Context: an optimization exercise on an open-source flow, tuned for small area, a short achievable clock period and few clock cycles. The choices shown serve that exercise and are no tape-out recipe.
At most, simulation tests tie the RTL to the original design; equivalence was not proved.

## P
Design gbn_tx, start of the top module:
module gbn_tx (
    input  wire         clk,
    input  wire         rst,           
    output wire         src_req,
    input  wire         src_valid,
    input  wire [15:0]  src_n,
    input  wire [63:0]  src_data,
    output wire         tx_valid,
    input  wire         tx_ready,
    output wire [15:0]  tx_len,
    output wire [127:0] tx_data,
    output wire         rx_req,
    input  wire         rx_valid,
    input  wire         rx_count,
    input  wire [15:0]  rx_len,
    input  wire [127:0] rx_data,
    output wire         tmr_req,
    input  wire         tmr_ack,
    output wire [1:0]   tmr_cmd,
    output wire [31:0]  tmr_arg,
    input  wire         tmr_expired,
    input  wire [1:0]   sta_addr,
    output reg  [31:0]  sta_data,
    output reg          trace_valid,
    output reg  [3:0]   trace_op,
    output wire         done,
    output wire         flt
);
Settings: LEC_CHECK=0, CAP_MARGIN=20, CORE_MARGIN=2, CORE_UTILIZATION=40, CTS_BUF_LIST=sky130_fd_sc_hd__clkbuf_4 sky130_fd_sc_hd__clkbuf_8, SETUP_SLACK_MARGIN=5, SLEW_MARGIN=20; clock period 13.0 ns.
run.sh (not shown) runs the stock make flow with config.mk's settings and CLKGATE_MAP_FILE= SYNTH_SCRIPT=/design/flow/synth_recipe.tcl, a recipe that flattens the netlist after the stock synthesis.
P was carried through to the last stage, and its layout satisfied the timing, DRC and antenna checks.
Setup changes, P to Q
--- a/flow/design.v
+++ b/flow/design.v
@@ -102,17 +102,17 @@
     reg         all_acked;
     reg         tmr_on;
     reg [1:0]   fault_code;
     reg         done_r, flt_r;
     reg         drain_r;       
     reg [15:0]  txs;
     reg [63:0]  txp;
     reg [3:0]   txl;
-    reg [15:0]  txck;
+    reg [31:0]  txcv;          
     reg [63:0]  slot_pay [0:W-1];
     reg [3:0]   slot_len [0:W-1];
     localparam integer QA = 3;
     localparam integer QD = 1 << QA;
     reg [5:0]   tq_mem [0:QD-1];
     reg [QA-1:0] tq_wp, tq_rp;
     reg [QA:0]  tq_cnt;
     reg [1:0]   tq_tail;
@@ -121,16 +121,17 @@
     assign tx_valid = (st == S_TXN) || (st == S_RETX) || ((st == S_SENT) && go_r);
     assign tmr_req  = (st == S_SETDUR) || (st == S_FSTART) || (st == S_ACKC) ||
                       (((st == S_STOPI) || (st == S_TMO) || (st == S_RSTART)) && go_r);
     assign tmr_cmd  = (st == S_SETDUR) ? 2'd3 :
                       (st == S_STOPI)  ? 2'd2 :
                       (st == S_TMO)    ? 2'd0 :
                       (st == S_ACKC && drain_r) ? 2'd2 : 2'd1;
     assign tmr_arg  = (st == S_SETDUR) ? TIMEOUT_MS : 32'd0;
+    wire [15:0] txck = ~eac_add(txcv[15:0], txcv[31:16]);
     assign tx_data  = {txp, 4'd0, txl, 8'd0, txck[7:0], txck[15:8], 16'd0, txs[7:0], txs[15:8]};
     assign tx_len   = {11'd0, txl[3], ~txl[3], txl[2:0]};
     assign done = done_r;
     assign flt  = flt_r;
     wire [1:0] top_state = !all_sent ? 2'd0 : (all_acked ? 2'd2 : 2'd1);
     always @(*) begin
         case (sta_addr)
             2'd0: sta_data = {M[15:0], W[15:0]};
@@ -175,17 +176,16 @@
     wire [63:0] f_pay   = from_src ? src_pay     : slot_pay[rd_idx];
     wire [3:0]  f_len   = from_src ? src_n[3:0]  : slot_len[rd_idx];
     wire [15:0] f_seq   = from_src ? nxt         : rd_seq;
     wire [63:0] f_pw = pwords(f_pay);
     wire [31:0] t1 = csa(f_seq, {12'd0, f_len}, f_pw[15:0]);
     wire [31:0] t2 = csa(f_pw[31:16], f_pw[47:32], f_pw[63:48]);
     wire [31:0] t3 = csa(t1[15:0], t1[31:16], t2[15:0]);
     wire [31:0] t4 = csa(t3[15:0], t3[31:16], t2[31:16]);
-    wire [15:0] f_ck = ~eac_add(t4[15:0], t4[31:16]);
     reg        push;
     reg [5:0]  push_e;
     wire       pop      = (tq_tail == TL_NONE) && (tq_cnt != 0);
     wire [QA:0] cnt_next = tq_cnt + push - pop;
     wire [1:0] tail_next = (tq_tail != TL_NONE) ? ((tq_tail == TL_LOOPSKIP) ? TL_SKIP : TL_NONE) :
                            pop ? tq_mem[tq_rp][1:0] : TL_NONE;
     always @(*) begin
         push   = 1'b0;
@@ -262,21 +262,21 @@
             slot_pay[nxt[2:0]] <= src_pay;
             slot_len[nxt[2:0]] <= src_n[3:0];
         end
     end
     always @(posedge clk) begin
         if ((st == S_SRC) || (st == S_TMO) || (st == S_RETX && tx_ready)) begin
             txp  <= f_pay;
             txl  <= f_len;
-            txck <= f_ck;
+            txcv <= t4;
             txs  <= f_seq;
             if (st == S_TMO && fin) begin
                 txl  <= 4'd0;
-                txck <= ~nxt;
+                txcv <= {16'd0, nxt};
                 txs  <= nxt;
             end
         end
     end
     always @(posedge clk) begin
         if (rst) begin
             st          <= S_SETDUR;
             base        <= 16'd1;
Findings:
[compare] base=P new=Q: post-synth design cell area went up; global-route wire length before repair has remained practically unchanged; sequential cell count of the final layout went up; sequential cell area fraction in the yosys report decreased by 0.24 points relative to the old numbers. Compared to P, Q has post-synthesis simple-gate area fraction 0.20 points higher. Q ended up with a higher via count than P did. Summary of Q over P: post-synthesis xor/xnor area fraction +0.15 points; number of standard cells in the layout, taps in and fillers out +2.2%.
No functional check of the RTL was part of any run of this note.

* * *

gbn_tx, a different RTL version from the one above (not shown whole).
For scale: roughly 760 flip-flops, roughly 460 I/O pins, roughly 39,000 µm² of cells after synthesis.
clock: 13.0 ns
lec_check: 0
cap_margin: 20
core_margin: 2
core_utilization: 40
setup_slack_margin: 5
slew_margin: 20
Testbench counts at the start, summed over its fixed seeds: cycles 47,037.
Edit:
--- a/flow/design.v
+++ b/flow/design.v
@@ -41,34 +41,62 @@
     localparam [1:0] TL_NONE = 2'd0, TL_LOOP = 2'd1, TL_LOOPSKIP = 2'd2, TL_SKIP = 2'd3;
     function [31:0] csa;            
         input [15:0] x, y, z;
         reg   [15:0] c;
         begin
             c   = (x & y) | (x & z) | (y & z);
             csa = {c[14:0], c[15], x ^ y ^ z};
         end
     endfunction
-    function [15:0] eac_add;
+    function [15:0] eac_add;        
         input [15:0] a, b;
-        reg   [16:0] s;
+        reg   [15:0] p, g, gp, pp, gn, pn, c;
+        integer i, k, j;
         begin
-            s       = {1'b0, a} + {1'b0, b};
-            eac_add = s[15:0] + {15'd0, s[16]};
+            p  = a ^ b;
+            g  = a & b;
+            gp = g;
+            pp = p;
+            for (k = 0; k < 4; k = k + 1) begin
+                gn = gp;
+                pn = pp;
+                for (i = 0; i < 16; i = i + 1) begin
+                    if ((i >> k) & 1) begin
+                        j = ((i >> k) << k) - 1;
+                        gn[i] = gp[i] | (pp[i] & gp[j]);
+                        pn[i] = pp[i] & pp[j];
+                    end
+                end
+                gp = gn;
+                pp = pn;
+            end
+            c[0] = gp[15];
+            for (i = 1; i < 16; i = i + 1)
+                c[i] = gp[i-1] | (pp[i-1] & gp[15]);
+            eac_add = p ^ c;
         end
     endfunction
-    function [63:0] pwords;
+    function [63:0] pmask;
         input [63:0] pay;
         input [3:0]  len;
         integer i;
         begin
+            for (i = 0; i < M; i = i + 1)
+                pmask[8*i +: 8] = (i < len) ? pay[8*i +: 8] : 8'd0;
+        end
+    endfunction
+    function [63:0] pwords;
+        input [63:0] pay;
+        integer i;
+        begin
             for (i = 0; i < M; i = i + 2) begin
-                pwords[16*(i/2) + 8 +: 8] = (i     < len) ? pay[8*i     +: 8] : 8'd0;
-                pwords[16*(i/2)     +: 8] = (i + 1 < len) ? pay[8*i + 8 +: 8] : 8'd0;
+                pwords[16*(i/2) + 8 +: 8] = pay[8*i     +: 8];
+                pwords[16*(i/2)     +: 8] = pay[8*i + 8 +: 8];
             end
         end
     endfunction
     reg [3:0]   st;
     reg         go_r;          
     reg [15:0]  base;
     reg [15:0]  nxt;
     reg         all_sent;
     reg         all_acked;
@@ -118,41 +146,42 @@
     wire       room1     = (infl < 4'd7);            
     wire       fin       = all_sent && all_acked;
     wire       fill_ok   = !all_sent && room;
     wire [15:0] rx_seq  = {rx_data[7:0],   rx_data[15:8]};
     wire [15:0] rx_ack  = {rx_data[23:16], rx_data[31:24]};
     wire [15:0] rx_ck   = {rx_data[39:32], rx_data[47:40]};
     wire [15:0] rx_plen = {rx_data[55:48], rx_data[63:56]};
     wire rx_wellformed = (rx_len >= 16'd8) && (rx_plen <= M) &&
                          ({1'b0, rx_len} >= {1'b0, rx_plen} + 17'd8) && (rx_len <= 16'd16);
-    wire [63:0] rx_pw = pwords(rx_data[127:64], rx_plen[3:0]);
+    wire [63:0] rx_pw = pwords(pmask(rx_data[127:64], rx_plen[3:0]));
     wire [31:0] r1 = csa(rx_seq, rx_ack, {12'd0, rx_plen[3:0]});
     wire [31:0] r2 = csa(rx_pw[15:0], rx_pw[31:16], rx_pw[47:32]);
     wire [31:0] r3 = csa(r1[15:0], r1[31:16], r2[15:0]);
     wire [31:0] r4 = csa(r3[15:0], r3[31:16], r2[31:16]);
     wire [31:0] r5 = csa(r4[15:0], r4[31:16], rx_pw[63:48]);
     wire [15:0] ra = r5[15:0], rb = r5[31:16], rk = ~rx_ck;
     wire [15:0] rg = (ra & rb) | ((ra | rb) & ~rk);
     wire        rx_sum_ok = ((ra ^ rb ^ rk) == {rg[14:0], rg[15]}) &&
                             !((rk == 16'd0) && ((ra | rb) != 16'd0));
     wire        rx_accepted = rx_wellformed && rx_sum_ok;
     wire ack_stale = (rx_ack < base);
     wire ack_ahead = (rx_ack >= nxt);
     wire [15:0] nxt_m1 = nxt - 16'd1;
     wire ack_drain = (rx_ack == nxt_m1);
     wire [15:0] txs_p1  = txs + 16'd1;
     wire [2:0]  rd_idx  = (st == S_TMO) ? base[2:0] : txs_p1[2:0];
     wire [15:0] rd_seq  = (st == S_TMO) ? base : txs_p1;
     wire        from_src = (st == S_SRC);
-    wire [63:0] f_pay   = from_src ? src_data    : slot_pay[rd_idx];
+    wire [63:0] src_pay = pmask(src_data, src_n[3:0]);
+    wire [63:0] f_pay   = from_src ? src_pay     : slot_pay[rd_idx];
     wire [3:0]  f_len   = from_src ? src_n[3:0]  : slot_len[rd_idx];
     wire [15:0] f_seq   = from_src ? nxt         : rd_seq;
-    wire [63:0] f_pw = pwords(f_pay, f_len);
+    wire [63:0] f_pw = pwords(f_pay);
     wire [31:0] t1 = csa(f_seq, {12'd0, f_len}, f_pw[15:0]);
     wire [31:0] t2 = csa(f_pw[31:16], f_pw[47:32], f_pw[63:48]);
     wire [31:0] t3 = csa(t1[15:0], t1[31:16], t2[15:0]);
     wire [31:0] t4 = csa(t3[15:0], t3[31:16], t2[31:16]);
     wire [15:0] f_ck = ~eac_add(t4[15:0], t4[31:16]);
     reg        push;
     reg [5:0]  push_e;
     wire       pop      = (tq_tail == TL_NONE) && (tq_cnt != 0);
     wire [QA:0] cnt_next = tq_cnt + push - pop;
@@ -224,19 +253,19 @@
                 trace_valid <= 1'b1;
                 trace_op    <= tq_mem[tq_rp][5:2];
             end else begin
                 trace_valid <= 1'b0;
             end
         end
     end
     always @(posedge clk) begin
         if (st == S_SRC && go_r && src_valid) begin
-            slot_pay[nxt[2:0]] <= src_data;
+            slot_pay[nxt[2:0]] <= src_pay;
             slot_len[nxt[2:0]] <= src_n[3:0];
         end
     end
     always @(posedge clk) begin
         if ((st == S_SRC) || (st == S_TMO) || (st == S_RETX && tx_ready)) begin
             txp  <= f_pay;
             txl  <= f_len;
             txck <= f_ck;
             txs  <= f_seq;
=>
- setup slack gets worse by 42 ps
- fmax is lower by 0.53%
- wire length is higher by 1.8%
- via count is higher by 12%
- hold slack gets better by 6.6 ps
- critical path depth is lower by 6
- area after synthesis is higher by 2.0%
- design area is higher by 0.54%
- first-iteration DRC count is higher by 21%
For the second run of this note, only the layout was checked, not whether the RTL still works.

port drivers added, routing unchanged:
The flow's constraints put no driver on any port. The routed layouts listed below were extracted and timed again, unchanged, in two steps. Step 1 sets driving cells, clkbuf_16 on the clock port and buf_2 on the other inputs (assumed; they add their load-dependent delay and slew). Step 2 times the ports against the registers' clock, not the clock port: input delays grow and output delays shrink by t, the midpoint of the rising clock arrivals with the driver on. a / b / c = ideal ports / drivers / drivers and shift; a / b = the first two.
run	t (ns)	slack for setup (ns)	worst setup path at the end	clock arrival spread, ns	worst slew at a driven data input, ns
P	0.860	5.208 / 5.249 / 4.389	input to register	0.041 / 0.042	0.12
Q	0.857	5.227 / 5.266 / 4.409	input to register	0.068 / 0.068	0.13
the first run of note 2	0.704	5.184 / 5.123 / 4.419	input to register	0.033 / 0.033	0.12
the second run of note 2	0.712	5.142 / 5.193 / 4.480	input to register	0.044 / 0.043	0.12
After both steps every run listed still meets setup and hold. For P, which loses most, drivers alone change the setup slack by +0.041 ns; drivers and shift together by -0.819 ns.
